Source: an optimization exercise on an open RTL-to-GDS flow (aim: small area, a short achievable clock period and few clock cycles). Production flows keep margins and buffers that such runs may drop. In this exercise RTL edits were held to simulation tests only and were not proved equivalent to the original. Power is estimated from default activity; no workload was simulated.

<file path="design.v">
module gf32_mul (
    input  wire [4:0] a,
    input  wire [4:0] b,
    output wire [4:0] p
);
    wire [8:0] r;
    assign r[0] = a[0]&b[0];
    assign r[1] = a[1]&b[0] ^ a[0]&b[1];
    assign r[2] = a[2]&b[0] ^ a[1]&b[1] ^ a[0]&b[2];
    assign r[3] = a[3]&b[0] ^ a[2]&b[1] ^ a[1]&b[2] ^ a[0]&b[3];
    assign r[4] = a[4]&b[0] ^ a[3]&b[1] ^ a[2]&b[2] ^ a[1]&b[3] ^ a[0]&b[4];
    assign r[5] = a[4]&b[1] ^ a[3]&b[2] ^ a[2]&b[3] ^ a[1]&b[4];
    assign r[6] = a[4]&b[2] ^ a[3]&b[3] ^ a[2]&b[4];
    assign r[7] = a[4]&b[3] ^ a[3]&b[4];
    assign r[8] = a[4]&b[4];
    assign p[0] = r[0] ^ r[5] ^ r[7];
    assign p[1] = r[1] ^ r[6] ^ r[8];
    assign p[2] = r[2] ^ r[7];
    assign p[3] = r[3] ^ r[5] ^ r[7] ^ r[8];
    assign p[4] = r[4] ^ r[6] ^ r[8];
endmodule
module gf32_inv (
    input  wire [4:0] a,
    output reg  [4:0] y
);
    always @(*) begin
        case (a)
            5'd0:  y = 5'd0;   5'd1:  y = 5'd1;   5'd2:  y = 5'd20;  5'd3:  y = 5'd24;
            5'd4:  y = 5'd10;  5'd5:  y = 5'd8;   5'd6:  y = 5'd12;  5'd7:  y = 5'd29;
            5'd8:  y = 5'd5;   5'd9:  y = 5'd11;  5'd10: y = 5'd4;   5'd11: y = 5'd9;
            5'd12: y = 5'd6;   5'd13: y = 5'd28;  5'd14: y = 5'd26;  5'd15: y = 5'd31;
            5'd16: y = 5'd22;  5'd17: y = 5'd18;  5'd18: y = 5'd17;  5'd19: y = 5'd23;
            5'd20: y = 5'd2;   5'd21: y = 5'd25;  5'd22: y = 5'd16;  5'd23: y = 5'd19;
            5'd24: y = 5'd3;   5'd25: y = 5'd21;  5'd26: y = 5'd14;  5'd27: y = 5'd30;
            5'd28: y = 5'd13;  5'd29: y = 5'd7;   5'd30: y = 5'd27;  default: y = 5'd15;
        endcase
    end
endmodule
module codex32_lagw (
    input  wire        clk,
    input  wire        rst,           
    input  wire        cmd_valid,
    output wire        cmd_ready,
    input  wire [15:0] cmd_word,
    input  wire        cmd_empty,     
    input  wire        in_valid,
    output wire        in_ready,
    input  wire [7:0]  in_data,
    input  wire        in_last,
    output wire        out_valid,
    input  wire        out_ready,
    output wire [7:0]  out_data,
    output wire        out_last,
    output wire [3:0]  out_status
);
    localparam integer NS = 31;      
    localparam integer QD = 10;      
    localparam integer QW = 4;       
    localparam [2:0] ST_OK       = 3'd0;
    localparam [2:0] ST_ILLEGAL  = 3'd1;
    localparam [2:0] ST_RANGE    = 3'd2;
    localparam [2:0] ST_BADFRAME = 3'd4;
    localparam [2:0] ST_DUP      = 3'd5;
    localparam [2:0] ST_TARGET   = 3'd6;
    localparam [2:0] ST_INVZERO  = 3'd7;
    localparam [1:0] OP_ILLEGAL = 2'd0;
    localparam [1:0] OP_GFMUL   = 2'd1;
    localparam [1:0] OP_GFINV   = 2'd2;
    localparam [1:0] OP_LAGW    = 2'd3;
    integer i;
    reg        cq0v, cq1v;
    reg  [1:0] cq0op, cq1op;
    reg  [4:0] cq0v5, cq1v5;       
    reg        cq0z, cq1z;         
    reg        crdy;
    reg        cq0e, cq1e;         
    reg  [4:0] aidx;               
    reg        in_rdy;
    reg  [1:0] dec_op;
    always @(*) begin
        if (cmd_word[15:10] == 6'b001000)      dec_op = OP_GFMUL;
        else if (cmd_word[15:5] == 11'h180)    dec_op = OP_GFINV;
        else if (cmd_word[15:5] == 11'h380)    dec_op = OP_LAGW;
        else                                   dec_op = OP_ILLEGAL;
    end
    assign cmd_ready = crdy;
    assign in_ready  = in_rdy;
    wire cmd_fire = cmd_valid && crdy;
    wire in_fire  = in_valid && in_rdy;
    reg  [QW:0] desc_res;          
    reg  [5:0]  slot_res;          
    wire a_tok    = cq0v && cq0e && (desc_res != QD);
    wire a_fwd    = a_tok || in_fire;
    wire a_lag    = in_fire && (cq0op == OP_LAGW);
    wire a_slot   = a_lag && (aidx != 5'd31);
    wire a_pushes = a_tok || (in_fire && in_last);
    wire cq0_pop  = a_pushes;
    wire [4:0] c_prod, c_inv;
    gf32_mul u_amul (.a(cmd_word[4:0]), .b(cmd_word[9:5]), .p(c_prod));
    gf32_inv u_ainv (.a(cmd_word[4:0]), .y(c_inv));
    wire [4:0] c_v5 = (dec_op == OP_GFMUL) ? c_prod :
                      (dec_op == OP_GFINV) ? c_inv : cmd_word[4:0];
    wire       c_z  = (cmd_word[4:0] == 5'd0);
    reg        n_cq0v, n_cq1v, n_cq0e;
    reg  [1:0] n_cq0op;
    reg  [4:0] n_aidx;
    always @(*) begin
        n_cq0v = cq0v; n_cq1v = cq1v; n_cq0e = cq0e; n_cq0op = cq0op;
        if (cq0_pop) begin
            if (cq1v) begin
                n_cq0v = 1'b1; n_cq0e = cq1e; n_cq0op = cq1op;
                n_cq1v = cmd_fire;
            end else begin
                n_cq0v = cmd_fire; n_cq0e = cmd_empty; n_cq0op = dec_op;
                n_cq1v = 1'b0;
            end
        end else if (cmd_fire) begin
            if (cq0v) n_cq1v = 1'b1;
            else begin
                n_cq0v = 1'b1; n_cq0e = cmd_empty; n_cq0op = dec_op;
            end
        end
        if (cq0_pop)                        n_aidx = 5'd0;
        else if (in_fire && aidx != 5'd31)  n_aidx = aidx + 5'd1;
        else                                n_aidx = aidx;
    end
    reg        bv, btok, blast, bfirst, blag, bslot;
    reg  [1:0] bop;
    reg  [4:0] bx5;                
    reg  [4:0] bxe;                
    reg        bhi;                
    reg        bhx;                
    reg        bz;                 
    reg  [4:0] bfx;                
    reg  [5:0] bk;                 
    reg        brange, bdup, bhit;
    reg  [4:0] bln;
    wire bl   = bv && blag;        
    wire ins  = bl && bslot;       
    wire fclr = bv && !btok && blast;
    reg  [NS-1:0] occ, sf, sb, sen;
    reg  [4:0]    su [0:NS-1];     
    reg  [4:0]    sd [0:NS-1];
    wire [4:0]    sm [0:NS-1];
    genvar g;
    generate
        for (g = 0; g < NS; g = g + 1) begin : slot
            gf32_mul u_mul (.a(sd[g]), .b(sen[g] ? su[g] : 5'd1), .p(sm[g]));
        end
    endgenerate
    reg  [NS-1:0] dupv;
    always @(*) begin
        for (i = 0; i < NS; i = i + 1)
            dupv[i] = sf[i] && (su[i] == 5'd0);
    end
    wire any_dup = |dupv;
    wire [4:0] ln_p;
    gf32_mul u_lnmul (.a(bln), .b(bxe), .p(ln_p));
    wire       f_range = (bfirst ? 1'b0 : brange) | bhi;
    wire       f_dup   = (bfirst ? 1'b0 : bdup) | any_dup | (bk == 6'd32 && !bfirst);
    wire       f_hit   = (bfirst ? 1'b0 : bhit) | bhx;
    wire [5:0] k_prev  = bfirst ? 6'd0 : bk;
    wire [5:0] f_k     = (k_prev == 6'd32) ? 6'd32 : k_prev + 6'd1;
    wire [4:0] f_ln    = bfirst ? bxe : ln_p;
    reg        cv, cok;
    reg  [2:0] cst;
    reg  [4:0] cd, cn;
    reg  [2:0] b_st;
    reg  [4:0] b_d, b_n;
    always @(*) begin
        b_d = 5'd0;
        b_n = 5'd0;
        if (btok) begin
            b_d = bxe;             
            case (bop)
                OP_ILLEGAL: b_st = ST_ILLEGAL;
                OP_GFMUL:   b_st = ST_OK;
                OP_GFINV:   b_st = bz ? ST_INVZERO : ST_OK;
                default:    b_st = ST_BADFRAME;
            endcase
        end else if (bop == OP_LAGW) begin
            b_n = (f_k[5] || f_k[4:0] == 5'd31) ? 5'd31 : f_k[4:0];
            b_d = f_ln;
            if (f_range)     b_st = ST_RANGE;
            else if (f_dup)  b_st = ST_DUP;
            else if (f_hit)  b_st = ST_TARGET;
            else             b_st = ST_OK;
        end else if (bop == OP_ILLEGAL) begin
            b_st = ST_ILLEGAL;
        end else begin
            b_st = ST_BADFRAME;
        end
    end
    wire b_push = bv && (btok || blast);
    reg  [QD-1:0] qv, qok;
    reg  [2:0]    qst [0:QD-1];
    reg  [4:0]    qd  [0:QD-1];
    reg  [4:0]    qn  [0:QD-1];
    reg  [4:0] rem;                
    reg        hw;                 
    reg        hf;                 
    reg        he;                 
    reg        hl;                 
    reg        cp;                 
    wire pop  = (hw && cp) || hf;
    wire push = (hw || he) && cp;
    wire deq  = ((hw && hl) || he) && cp;
    reg        s1v, s1w, s1l;
    reg  [4:0] s1inv, s1d;
    reg  [2:0] s1st;
    reg  [1:0] obv;
    reg  [4:0] obd [0:1];
    reg        obl [0:1];
    reg  [2:0] obs [0:1];
    wire [4:0] d0inv;
    gf32_inv u_oinv (.a(sd[0]), .y(d0inv));
    wire [4:0] s1p;
    gf32_mul u_omul (.a(s1d), .b(s1inv), .p(s1p));
    wire [4:0] s1val = s1w ? s1p : s1d;
    assign out_valid  = obv[0];
    assign out_data   = {3'b000, obd[0]};
    assign out_last   = obl[0];
    assign out_status = {1'b0, obs[0]};
    wire out_fire = obv[0] && out_ready;
    reg  [QD-1:0] nqv, nqok, sqv;
    reg  [2:0]    nqst [0:QD-1];
    reg  [4:0]    nqd  [0:QD-1];
    reg  [4:0]    nqn  [0:QD-1];
    reg  [4:0]    n_bc;
    reg           newhead;         
    reg           newhead_ok;
    reg  [4:0]    newhead_n;
    always @(*) begin
        for (i = 0; i < QD; i = i + 1) begin
            if (deq && i + 1 < QD) begin
                nqv[i]  = qv[(i+1)%QD];  nqok[i] = qok[(i+1)%QD];
                nqst[i] = qst[(i+1)%QD]; nqd[i]  = qd[(i+1)%QD]; nqn[i] = qn[(i+1)%QD];
            end else if (deq) begin
                nqv[i]  = 1'b0; nqok[i] = 1'b0;
                nqst[i] = 3'd0; nqd[i]  = 5'd0; nqn[i] = 5'd0;
            end else begin
                nqv[i]  = qv[i];  nqok[i] = qok[i];
                nqst[i] = qst[i]; nqd[i]  = qd[i]; nqn[i] = qn[i];
            end
        end
        sqv = nqv;
        for (i = 0; i < QD; i = i + 1) begin
            if (cv && !sqv[i] && (i == 0 || sqv[(i+QD-1)%QD])) begin
                nqv[i]  = 1'b1; nqok[i] = cok;
                nqst[i] = cst;  nqd[i]  = cd; nqn[i] = cn;
            end
        end
        newhead    = (deq && qv[1]) || (cv && (!qv[0] || (deq && !qv[1])));
        newhead_n  = (deq && qv[1]) ? qn[1] : cn;
        newhead_ok = (deq && qv[1]) ? qok[1] : cok;
        n_bc = newhead ? newhead_n : (pop ? rem - 5'd1 : rem);
    end
    wire n_hv = newhead || (qv[0] && !deq);
    wire n_ok = newhead ? newhead_ok : qok[0];
    wire n_hw = n_hv && n_ok;
    wire n_hf = n_hv && !n_ok && (n_bc != 5'd0);
    wire n_he = n_hv && !n_ok && (n_bc == 5'd0);
    wire n_hl = (n_bc == 5'd1);
    wire [2:0] ocnt = {2'b00, s1v} + {2'b00, obv[0]} + {2'b00, obv[1]};
    wire oc_le1 = (ocnt <= 3'd1);
    wire oc_le2 = (ocnt <= 3'd2);
    wire n_cp = (push && !out_fire) ? oc_le1 : ((!push && out_fire) ? 1'b1 : oc_le2);
    wire n_popw = n_hw && n_cp;
    reg  [NS-1:0] tgt, nocc, nsf, nsb, nsen;
    reg  [4:0]    nsu [0:NS-1];
    reg  [NS:0]   occx;
    reg           bf, bb;
    reg  [4:0]    bu;
    wire [4:0]    bx5_n = a_fwd ? in_data[4:0] : bx5;
    wire [4:0]    dfr   = bx5 ^ bx5_n;
    wire [4:0]    fxe   = bfirst ? bx5 : bfx;    
    wire [4:0]    fdel  = fclr ? (bx5 ^ fxe) : dfr;
    wire [4:0]    tval  = blast ? (bx5 ^ fxe) : (bx5 ^ bx5_n);
    reg           isb;
    always @(*) begin
        occx = {1'b0, occ};
        for (i = 0; i < NS; i = i + 1) begin
            if (pop)
                tgt[i] = ins && occx[i] && !occx[i+1];
            else
                tgt[i] = ins && !occx[i] && ((i == 0) || occx[(i+NS-1)%NS]);
        end
        for (i = 0; i < NS; i = i + 1) begin
            if (pop) begin
                bu = (i + 1 < NS) ? su[(i+1)%NS] : 5'd0;
                bf = (i + 1 < NS) ? sf[(i+1)%NS] : 1'b0;
                bb = (i + 1 < NS) ? sb[(i+1)%NS] : 1'b0;
                nocc[i] = occx[i+1];
            end else begin
                bu = su[i];
                bf = sf[i];
                bb = sb[i];
                nocc[i] = occ[i];
            end
            isb = newhead ? (i < newhead_n) : bb;
            if (tgt[i]) begin
                nocc[i] = 1'b1;
                nsf[i]  = !blast;
                nsu[i]  = tval;
            end else begin
                nsf[i]  = bf && !fclr;
                nsu[i]  = bu ^ (({5{bf}} & fdel) | ({5{bb && pop}} & su[1]));
            end
            nsb[i]  = isb && !tgt[i];
            nsen[i] = nsf[i] ? a_lag : (nsb[i] && n_popw);
        end
    end
    always @(posedge clk) begin
        if (rst) begin
            cq0v <= 1'b0; cq1v <= 1'b0; crdy <= 1'b1;
            aidx <= 5'd0;
            in_rdy <= 1'b0;
            desc_res <= 0;
            slot_res <= 6'd0;
            bv <= 1'b0;
            cv <= 1'b0;
            qv <= 0;
            occ <= 0; sf <= 0; sb <= 0; sen <= 0;
            rem <= 5'd0;
            hw <= 1'b0; hf <= 1'b0; he <= 1'b0; hl <= 1'b0;
            cp <= 1'b0;
            s1v <= 1'b0;
            obv <= 2'b00;
        end else begin
            if (cq0_pop) begin
                if (cq1v) begin
                    cq0op <= cq1op; cq0v5 <= cq1v5; cq0z <= cq1z; cq0e <= cq1e;
                    cq1op <= dec_op; cq1v5 <= c_v5; cq1z <= c_z; cq1e <= cmd_empty;
                end else begin
                    cq0op <= dec_op; cq0v5 <= c_v5; cq0z <= c_z; cq0e <= cmd_empty;
                end
            end else if (cmd_fire) begin
                if (cq0v) begin
                    cq1op <= dec_op; cq1v5 <= c_v5; cq1z <= c_z; cq1e <= cmd_empty;
                end else begin
                    cq0op <= dec_op; cq0v5 <= c_v5; cq0z <= c_z; cq0e <= cmd_empty;
                end
            end
            cq0v <= n_cq0v;
            cq1v <= n_cq1v;
            crdy <= !n_cq1v;
            aidx <= n_aidx;
            desc_res <= desc_res + {{QW{1'b0}}, a_pushes} - {{QW{1'b0}}, deq};
            slot_res <= slot_res + {5'd0, a_slot} - {5'd0, pop};
            in_rdy <= n_cq0v && !n_cq0e &&
                      (a_pushes ? (desc_res < QD - 1) : (desc_res < QD)) &&
                      (!((n_cq0op == OP_LAGW) && (n_aidx != 5'd31)) ||
                       (a_slot ? (slot_res < NS - 1) : (slot_res < NS)));
            bv <= a_fwd;
            if (a_fwd) begin
                btok   <= a_tok;
                blast  <= in_last;
                blag   <= a_lag;
                bslot  <= a_slot;
                bop    <= cq0op;
                bfirst <= (aidx == 5'd0);
                bx5    <= in_data[4:0];
                bxe    <= a_tok ? cq0v5 : (in_data[4:0] ^ cq0v5);
                bhi    <= (in_data[7:5] != 3'b000);
                bhx    <= (in_data[4:0] == cq0v5);
                bz     <= cq0z;
            end
            if (bl && bfirst) bfx <= bx5;
            if (bl) begin
                brange <= f_range;
                bdup   <= f_dup;
                bhit   <= f_hit;
                bk     <= f_k;
                bln    <= f_ln;
            end
            cv <= b_push;
            if (b_push) begin
                cst <= b_st;
                cd  <= b_d;
                cn  <= b_n;
                cok <= (b_st == ST_OK) && (b_n != 5'd0);
            end
            qv  <= nqv;
            qok <= nqok;
            for (i = 0; i < QD; i = i + 1) begin
                qst[i] <= nqst[i];
                qd[i]  <= nqd[i];
                qn[i]  <= nqn[i];
            end
            rem <= n_bc;
            hw <= n_hw;
            hf <= n_hf;
            he <= n_he;
            hl <= n_hl;
            cp <= n_cp;
            occ <= nocc;
            sf  <= nsf;
            sb  <= nsb;
            sen <= nsen;
            for (i = 0; i < NS; i = i + 1) begin
                su[i] <= nsu[i];
                if (tgt[i])
                    sd[i] <= bxe;
                else if (pop)
                    sd[i] <= (i + 1 < NS) ? sm[(i+1)%NS] : 5'd1;
                else
                    sd[i] <= sm[i];
            end
            if (push) begin
                s1w   <= hw;
                s1inv <= d0inv;
                s1d   <= (qst[0] == ST_OK) ? qd[0] : 5'd0;
                s1l   <= hw ? hl : 1'b1;
                s1st  <= qst[0];
            end
            begin : obq
                reg [1:0] v;
                reg [4:0] d [0:1];
                reg       l [0:1];
                reg [2:0] s [0:1];
                reg       s1go;
                v = obv;
                for (i = 0; i < 2; i = i + 1) begin
                    d[i] = obd[i]; l[i] = obl[i]; s[i] = obs[i];
                end
                if (out_fire) begin
                    v = {1'b0, obv[1]};
                    d[0] = obd[1]; l[0] = obl[1]; s[0] = obs[1];
                end
                s1go = s1v && !v[1];
                if (s1go) begin
                    if (!v[0]) begin
                        v[0] = 1'b1; d[0] = s1val; l[0] = s1l; s[0] = s1st;
                    end else begin
                        v[1] = 1'b1; d[1] = s1val; l[1] = s1l; s[1] = s1st;
                    end
                end
                obv <= v;
                for (i = 0; i < 2; i = i + 1) begin
                    obd[i] <= d[i]; obl[i] <= l[i]; obs[i] <= s[i];
                end
                s1v <= push || (s1v && !s1go);
            end
        end
    end
endmodule
</file>
<file path="run.sh">
#!/bin/bash
# synth_recipe.tcl (not shown) runs the flow's synth.tcl, then flattens the netlist and writes it again
# the make line also repeats each setting of config.mk as NAME=value (left out here)
make -C /OpenROAD-flow-scripts/flow DESIGN_CONFIG=/design/flow/config.mk WORK_HOME=/design/flow/orfs CLKGATE_MAP_FILE= SYNTH_SCRIPT=/design/flow/synth_recipe.tcl finish
</file>
<file path="config.mk">
export PLATFORM = sky130hd
export DESIGN_NAME = codex32_lagw
export DESIGN_NICKNAME = codex32_lagw
export VERILOG_FILES = /design/flow/design.v
export SDC_FILE = /design/flow/constraint.sdc
export NUM_CORES = 4
export LEC_CHECK = 0
export ABC_CLOCK_PERIOD_IN_PS = 2700
export CAP_MARGIN = 20
export CORE_MARGIN = 2
export CORE_UTILIZATION = 60
export SETUP_SLACK_MARGIN = 2.3
export SLEW_MARGIN = 20
export TNS_END_PERCENT = 100
</file>
<file path="constraint.sdc">
create_clock -name core_clock -period 5.0 [get_ports {clk}]
set_input_delay 1.0000 -clock core_clock [delete_from_list [all_inputs] [get_ports {clk}]]
set_output_delay 1.0000 -clock core_clock [all_outputs]
set_load 0.01 [all_outputs]
</file>
==> impl_metrics.py, run 1 <==
metrics = {
    "global_route": {
        "grt_pass1_wl_mm": 242,
        "grt_max_degree": 111,
        "grt_usage": 0.339,
        "gr-total-overflow": 0,
        "grt_pass1_vias": 41307,
        "antenna_found_initial": 5,
    },
    "critical_path": {
        "rr_startpoint": "desc_res[2]",
        "critical_path_required_ns": 5.41,
        "arrival_ns": 3.14,
        "r2r_cells": 12,
        "crit_top_cell": "buf_6",
        "endpoint_kind": "flop",
        "cpMaxStageDelayCell": "dfxtp_1",
        "worstSetupStartpointType": "flop",
        "crit_type": "reg2reg",
        "critPathMaxFanout": 8,
        "cp_cell_sequence": "inv_2, ha_1, nor4bb_4, buf_6, o21a_4, nor2_2, a22oi_2, buf_6, buf_12, o21ai_0, xnor2_1, mux2_2",
        "r2r_end": "su[7][2]",
        "slowest_delay_ns": 0.32,
        "reg2reg_slack_ns": 2.27,
    },
    "synthesis": {
        "synth.distinct_cells": 93,
        "synth.most_common_cell": "nand2_1",
        "synth-seq-cells": 718,
        "synth.area.mux_share": 0.0886,
        "postSynthAreaPerCell_sq_um": 8.56,
        "synthTopCellsByArea": "edfxtp_1, xnor2_1, nand2_1",
        "synthXorXnorAreaFrac": 0.144,
        "yosys_warnings": 32,
        "synth_top_family_by_area": "simple AND/OR/NAND/NOR gates",
        "netlist_instances": 6171,
        "ys_seq_area_frac": 0.376,
        "synth_common_cells": "nand2_1, xnor2_1, edfxtp_1, nor2_1, a21oi_1",
        "yosysTopAreaCell": "edfxtp_1",
        "synthSimpleGateAreaFrac": 0.178,
        "synthAdderAreaFrac": 0.00961,
        "synth_top_area_share": 0.312,
        "synth_ff_type": "edfxtp_1",
        "synth_enable_flop_cells": 549,
        "synth_compound_area_frac": 0.154,
        "ys_async_sr_fraction": 0,
        "synthesis.area_sq_um": 52900,
    },
    "cts": {
        "cts_tree": "yes",
        "root_buffer": "clkbuf_16",
        "clk_latency_ns": 0.69,
        "hold_buffers": 0,
        "clk_path_buf_depth": 3,
        "tritoncts_num_sinks": 718,
        "clkTransAtPathRegs_ns": 0.06,
        "h-tree-depth": 3,
        "cts_made_buffers": 83,
    },
    "drt": {
        "wl_mm": 158,
        "drc": 0,
        "firstDrtPassIters": 10,
        "vias": 45067,
        "ant_nets": 0,
        "avgViaCountPerCell": 6.26,
        "avgRoutedWirePerCell_um": 21.9,
        "drtIter0Drc": 4994,
    },
    "timing": {
        "fin_crit_ns": 2.73,
        "fin_crit_sh": 0.547,
        "rsz0062_at_grt": "true",
        "slew_violations": 0,
        "finalSetupTns_ns": 0,
        "fin_worst_skew_ns": 0.0424,
        "relSlewSlack": 0.308,
        "max_slew.worst_pin.slew_ns": 1.04,
        "hold_violations": 0,
        "setup_violations": 0,
        "max_freq_mhz": 366,
        "fin_ws_ns": 2.27,
    },
    "status": {
        "status": "timing/DRC/antenna clean",
    },
    "place": {
        "dp_cells": 6937,
        "dp_hpwl_mm": 101,
        "io_buffers": 42,
        "gp_congestion": 0.894,
        "dp_slack_ns": 1.04,
    },
    "floorplan": {
        "rows": 108,
        "die_x_um": 301,
        "core_sq_um": 87000,
        "start_util": 0.607,
        "ios": 47,
        "die_area_sq_um": 90500,
        "die_h_um": 301,
    },
    "hold_path": {
        "hold_class": "reg2reg",
        "hold_end": "obs[1][0]",
        "hold-path-cell-count": 0,
        "hp-start": "s1st[0]",
    },
    "power_and_ir_drop": {
        "power.total_w": 0.0174,
        "irDropWorstVdd_mv": 0.343,
        "powerDensity_nw_per_um2": 300,
        "p_leak_nw": 20.0,
    },
    "cells_and_area": {
        "final_cell_count_no_fill": 7201,
        "layout-drive-gt1-share": 0.108,
        "areaGrowthSynthToFinish_pct": 9.95,
        "fin_util": 0.668,
        "final_nets": 6044,
    },
    "run": {
        "cap_viol_max_count": 0,
    },
}
power by group:
part / total (W) / switching [W] / internal (W)
Clock: 0.00623 / 0.00273 / 0.00351
Sequential: 0.00738 / 0.000596 / 0.00678
Combinational: 0.00381 / 0.00203 / 0.00178
layout by cell type, fill, tap and decap left out, types with 42 or more instances in the layout:
cell | netlist | routed
nand2_1 | 1143 | 1139
xnor2_1 | 622 | 620
edfxtp_1 | 549 | 549
nor2_1 | 453 | 443
a21oi_1 | 436 | 420
o21ai_0 | 352 | 316
mux2i_1 | 271 | 253
xor2_1 | 221 | 219
buf_4 | 8 | 174
mux2_2 | 167 | 164
dfxtp_1 | 169 | 164
inv_1 | 120 | 112
clkbuf_16 | 0 | 96
a211oi_1 | 88 | 87
nand3_1 | 86 | 84
nor3_1 | 82 | 80
o22ai_1 | 77 | 77
nand2b_1 | 66 | 66
nand3b_1 | 50 | 50
and3_1 | 47 | 45
and2_1 | 45 | 44
a222oi_1 | 42 | 42
sequential cells by signal, indices dropped and copies added (netlist names), 30 cells and up:
register	count
occ	31
qd	50
qn	45
qst	30
sb	31
sd	155
sen	31
sf	31
su	155
through the flow:
step | hold slack, ns | area, sq um
floorplan | 0.400 | 53100
global placement | 0.431 | 53700
detailed placement | 0.440 | 53700
CTS | 0.454 | 57100
global route | 0.466 | 58100
finish | 0.452 | 58100
cells by family after synthesis:
family	count (synthesis)
fa+ha+maj	39
buf+inv	659
mux	442
simple gates	2141
other cells	1
xor+xnor	853
compound gates	1318
flops	718
worst max-delay path: cells and delay by family, from the launching register on:
family                   cells  cell delay, ns
multiplexers                 1            0.27
AO/OA/AOI/OAI                3            0.54
XOR/XNOR                     1            0.16
adder cells (fa/ha/maj)      1            0.13
buffers and inverters        4            0.62
flip-flops                   1            0.32
AND/OR/NAND/NOR              2            0.39
area by class of cell:
type                       count  area [sq um]
multi-input combinational   4798         31100
fill                        7275         28900
sequential                   718         19900
clock buffer                 119          2430
timing repair buffer         251          2380
tap                         1155          1450
inverter                     121           505
clock inverter                36           383
timing repair inverter         2          17.5
antenna                        1          2.50
routing by layer:
| metal | GRT usage | vias up | wire length [um] |
|---|---|---|---|
| met5 | 0 | - | 21 |
| met4 | 0.125 | 4 | 6120 |
| met3 | 0.0568 | 327 | 14600 |
| met2 | 0.529 | 1974 | 70600 |
| met1 | 0.473 | 21517 | 66200 |
| li1 | - | 21245 | - |
timing repair:
item / in CTS / in global routing
endpoints found under the setup margin: 478 / 267
pin swaps: 7 / 15
buffers inserted: 26 / 71
cloned: 6 / 4
resized for setup: 79 / 117
how the worst max path moves through the flow:
stage,to,cells past startpoint,startpoint,slack [ns]
after floorplan,cq0v5[4],7,cmd_word[10],2.11
after global placement,su[18][1],9,in_valid,1.16
after detailed placement,su[28][1],9,in_valid,1.04
after CTS,su[10][2],10,desc_res[2],2.30
after global routing,su[7][2],12,desc_res[2],2.17
final,su[7][2],12,desc_res[2],2.27
Testbench counts, summed over its fixed seeds: cycles 2,985.
==> run 2: changes to the inputs <==
==> config.mk (replaced) <==
export PLATFORM = sky130hd
export DESIGN_NAME = codex32_lagw
export DESIGN_NICKNAME = codex32_lagw
export VERILOG_FILES = /design/flow/design.v
export SDC_FILE = /design/flow/constraint.sdc
export NUM_CORES = 4
export LEC_CHECK = 0
export ABC_CLOCK_PERIOD_IN_PS = 2600
export CAP_MARGIN = 20
export CORE_MARGIN = 2
export CORE_UTILIZATION = 70
export SETUP_SLACK_MARGIN = 2.4
export SLEW_MARGIN = 20
export TNS_END_PERCENT = 100
==> run 2 against run 1 <==
- synthesized area did not move
- worst hold slack improved by 0.0036 ns
- via count up 4.8%
- clock skew down 0.018 ns
- power is 0.99% higher
- critical endpoint is now su[1][1]
==> impl_metrics.py, run 2 <==
metrics = {
    "floorplan": {
        "die_x_um": 279,
        "die_h_um": 279,
        "core_sq_um": 74600,
        "start_util": 0.709,
        "die_area_sq_um": 77700,
        "ios": 47,
        "rows": 100,
    },
    "power_and_ir_drop": {
        "p_leak_nw": 20.7,
        "p_sw_w": 0.00538,
        "combinationalPowerShare": 0.229,
        "internal_power_w": 0.0122,
        "p_sw_frac": 0.306,
        "irDropWorstVdd_mv": 0.427,
        "p_clk_frac": 0.352,
        "seqPwrFrac": 0.419,
        "powerDensity_nw_per_um2": 297,
    },
    "place": {
        "dp_cells": 6744,
        "io_buffers": 42,
        "gp_congestion": 0.919,
        "dp_hpwl_mm": 99.8,
    },
    "synthesis": {
        "synth_top_area_share": 0.312,
        "synth.distinct_cells": 93,
        "synth_common_cells": "nand2_1, xnor2_1, edfxtp_1, nor2_1, a21oi_1",
        "synth-seq-cells": 718,
        "postSynthAreaPerCell_sq_um": 8.56,
        "yosysTopAreaCell": "edfxtp_1",
        "synth_enable_flop_cells": 549,
        "synth.most_common_cell": "nand2_1",
        "ys_seq_area_frac": 0.376,
        "yosys_warnings": 32,
        "synth_ff_type": "edfxtp_1",
        "synthTopCellsByArea": "edfxtp_1, xnor2_1, nand2_1",
        "netlist_instances": 6171,
        "synthesis.area_sq_um": 52900,
        "ys_async_sr_fraction": 0,
    },
    "drt": {
        "drtIter0Drc": 6363,
        "firstDrtPassIters": 10,
        "wl_mm": 161,
        "avgRoutedWirePerCell_um": 22.7,
        "drc": 0,
        "vias": 47236,
        "avgViaCountPerCell": 6.65,
        "ant_nets": 0,
    },
    "global_route": {
        "grt_max_degree": 154,
        "gr-total-overflow": 0,
        "grt_usage": 0.390,
        "antenna_found_initial": 3,
        "use_met1": 0.510,
        "busiest_layer": "met2",
        "globalRouteMet2Util": 0.619,
        "grt_pass1_vias": 43006,
        "gr-usage-met3": 0.0800,
        "grt_pass1_wl_mm": 241,
    },
    "timing": {
        "fin_crit_ns": 2.71,
        "fin_worst_skew_ns": 0.0242,
        "rsz0062_at_grt": "true",
        "max_slew.worst_pin.slew_ns": 1.08,
        "fin_crit_sh": 0.541,
        "setup_violations": 0,
        "hold_violations": 0,
        "relSlewSlack": 0.276,
        "max_freq_mhz": 370,
        "finalSetupTns_ns": 0,
        "slew_violations": 0,
    },
    "critical_path": {
        "arrival_ns": 3.09,
        "critPathMaxFanout": 8,
        "endpoint_kind": "flop",
        "r2r_cells": 13,
        "worstSetupStartpointType": "flop",
        "critPathLaunch": "desc_res[2]",
        "crit_type": "reg2reg",
        "critical_path_required_ns": 5.38,
        "rr_startpoint": "desc_res[2]",
    },
    "cts": {
        "clk_latency_ns": 0.66,
        "root_buffer": "clkbuf_16",
        "hold_buffers": 0,
        "clkTransAtPathRegs_ns": 0.07,
        "cts_made_buffers": 79,
        "h-tree-depth": 3,
        "clk_path_buf_depth": 3,
        "tritoncts_num_sinks": 718,
        "cts_tree": "yes",
    },
    "status": {
        "status": "timing/DRC/antenna clean",
    },
    "cells_and_area": {
        "multi_input_area_sq_um": 31600,
        "top_regs": "sd: 155 flops, su: 155 flops, qd: 50 flops",
        "areaGrowthSynthToFinish_pct": 12.0,
        "final_cell_mix": "nand2_1, xnor2_1, edfxtp_1",
        "mostFrequentLayoutCell": "nand2_1",
        "regArea_sq_um": 19900,
        "n_fill_cell": 5046,
        "final_cell_count_no_fill": 7104,
        "layout-drive-gt1-share": 0.133,
        "final_nets": 6135,
    },
    "run": {
        "cap_viol_max_count": 0,
    },
    "hold_path": {
        "hold_class": "reg2reg",
        "hp-start": "s1l",
        "hold-path-cell-count": 0,
    },
}
## run 2: layout make-up
type,count,share of cell area
antenna,2,0.0000845
clock buffer,112,0.0373
clock inverter,36,0.00915
inverter,121,0.00862
multi-input combinational,4802,0.533
sequential,718,0.336
tap,969,0.0205
timing repair buffer,341,0.0552
timing repair inverter,3,0.000444
## run 2: worst paths after layout
path              endpoint  slack [ns]
hold reg to reg     obl[1]        0.46
setup / recovery  su[1][1]        2.29
hold / removal      obl[1]        0.46
setup reg to reg  su[1][1]        2.29
## run 2: critical path: stages (launching register included)
cell,delay [ns]
dfxtp_2,0.35
inv_2,0.06
ha_4,0.15
nor4bb_4,0.14
buf_4,0.17
o21a_4,0.21
buf_12,0.14
o32a_4,0.44
buf_12,0.20
nor2_4,0.14
a21o_1,0.09
a21oi_1,0.06
o21ai_1,0.17
mux2i_1,0.10
## run 2: power groups by stage
stage / sequential, W / clock (W) / combinational (W)
finish: 0.00738 / 0.00620 / 0.00402
floorplan: 0.00705 / 0 / 0.00318
detailed placement: 0.00752 / 0 / 0.00351
global route: 0.00742 / 0.00644 / 0.00434
global placement: 0.00751 / 0 / 0.00341
CTS: 0.00738 / 0.00621 / 0.00368
## run 2: timing repair
item / CTS / global route
setup endpoints to repair: 676 / 393
setup buffers: 61 / 128
gates resized for setup: 149 / 255
pin swaps: 21 / 50
cloned: 7 / 14
## run 2: metrics by stage
| step | setup WS (ns) | utilization | hold slack (ns) | total power (W) | cell area, sq um |
|---|---|---|---|---|---|
| floorplan | 2.11 | - | 0.400 | 0.0102 | 53100 |
| finish | 2.29 | 0.794 | 0.456 | 0.0176 | 59200 |
| global route | 2.22 | 0.794 | 0.468 | 0.0182 | 59200 |
| CTS | 2.40 | 0.768 | 0.458 | 0.0173 | 57200 |
| global placement | 1.22 | 0.716 | 0.434 | 0.0109 | 53400 |
| detailed placement | 1.15 | 0.716 | 0.441 | 0.0110 | 53400 |
## run 2: per-layer routing
metal  vias to the layer above  routed length [um]
met5                         -                  13
met4                         2                8690
met3                       557               18800
met2                      2927               72900
met1                     22332               60600
li1                      21418                   -
## run 2: logic make-up after synthesis
logic type	synth area share
muxes	0.0886
other	0.0000709
xor gates and xnor gates	0.144
AOI/OAI and AO/OA	0.154
and+or+nand+nor	0.178
adders and majority gates	0.00961
buffers and inverters	0.0494
DFF	0.376

-- separate check: timing with driven ports --
Ports are ideal in the flow. The routed layouts listed here were re-timed in OpenROAD.
Step 1 assumes that a clkbuf_16 drives the clock port and a buf_2 every other input.
Step 2 moves the port delays by t, midway between the first and last clock arrival at a register: inputs arrive t later, outputs are due t later. That takes back most of the time a late clock gives input paths.
a / b / c = ideal ports / drivers / drivers and shift; a / b = the first two.
| run | t, ns | setup slack, ns | worst setup path at the end | worst register clock-pin slew, ns | pins driven straight from the clock port |
|---|---|---|---|---|---|
| run 1 | 0.736 | 2.267 / 2.267 / 1.629 | input to register | 0.07 / 0.07 | 1 |
| run 2 | 0.723 | 2.294 / 2.294 / 1.717 | input to register | 0.07 / 0.07 | 1 |
After both steps every run listed still meets setup and hold. The setup slack of run 1, which loses most, moves by 0.000 ns with the drivers and by -0.638 ns with both steps.
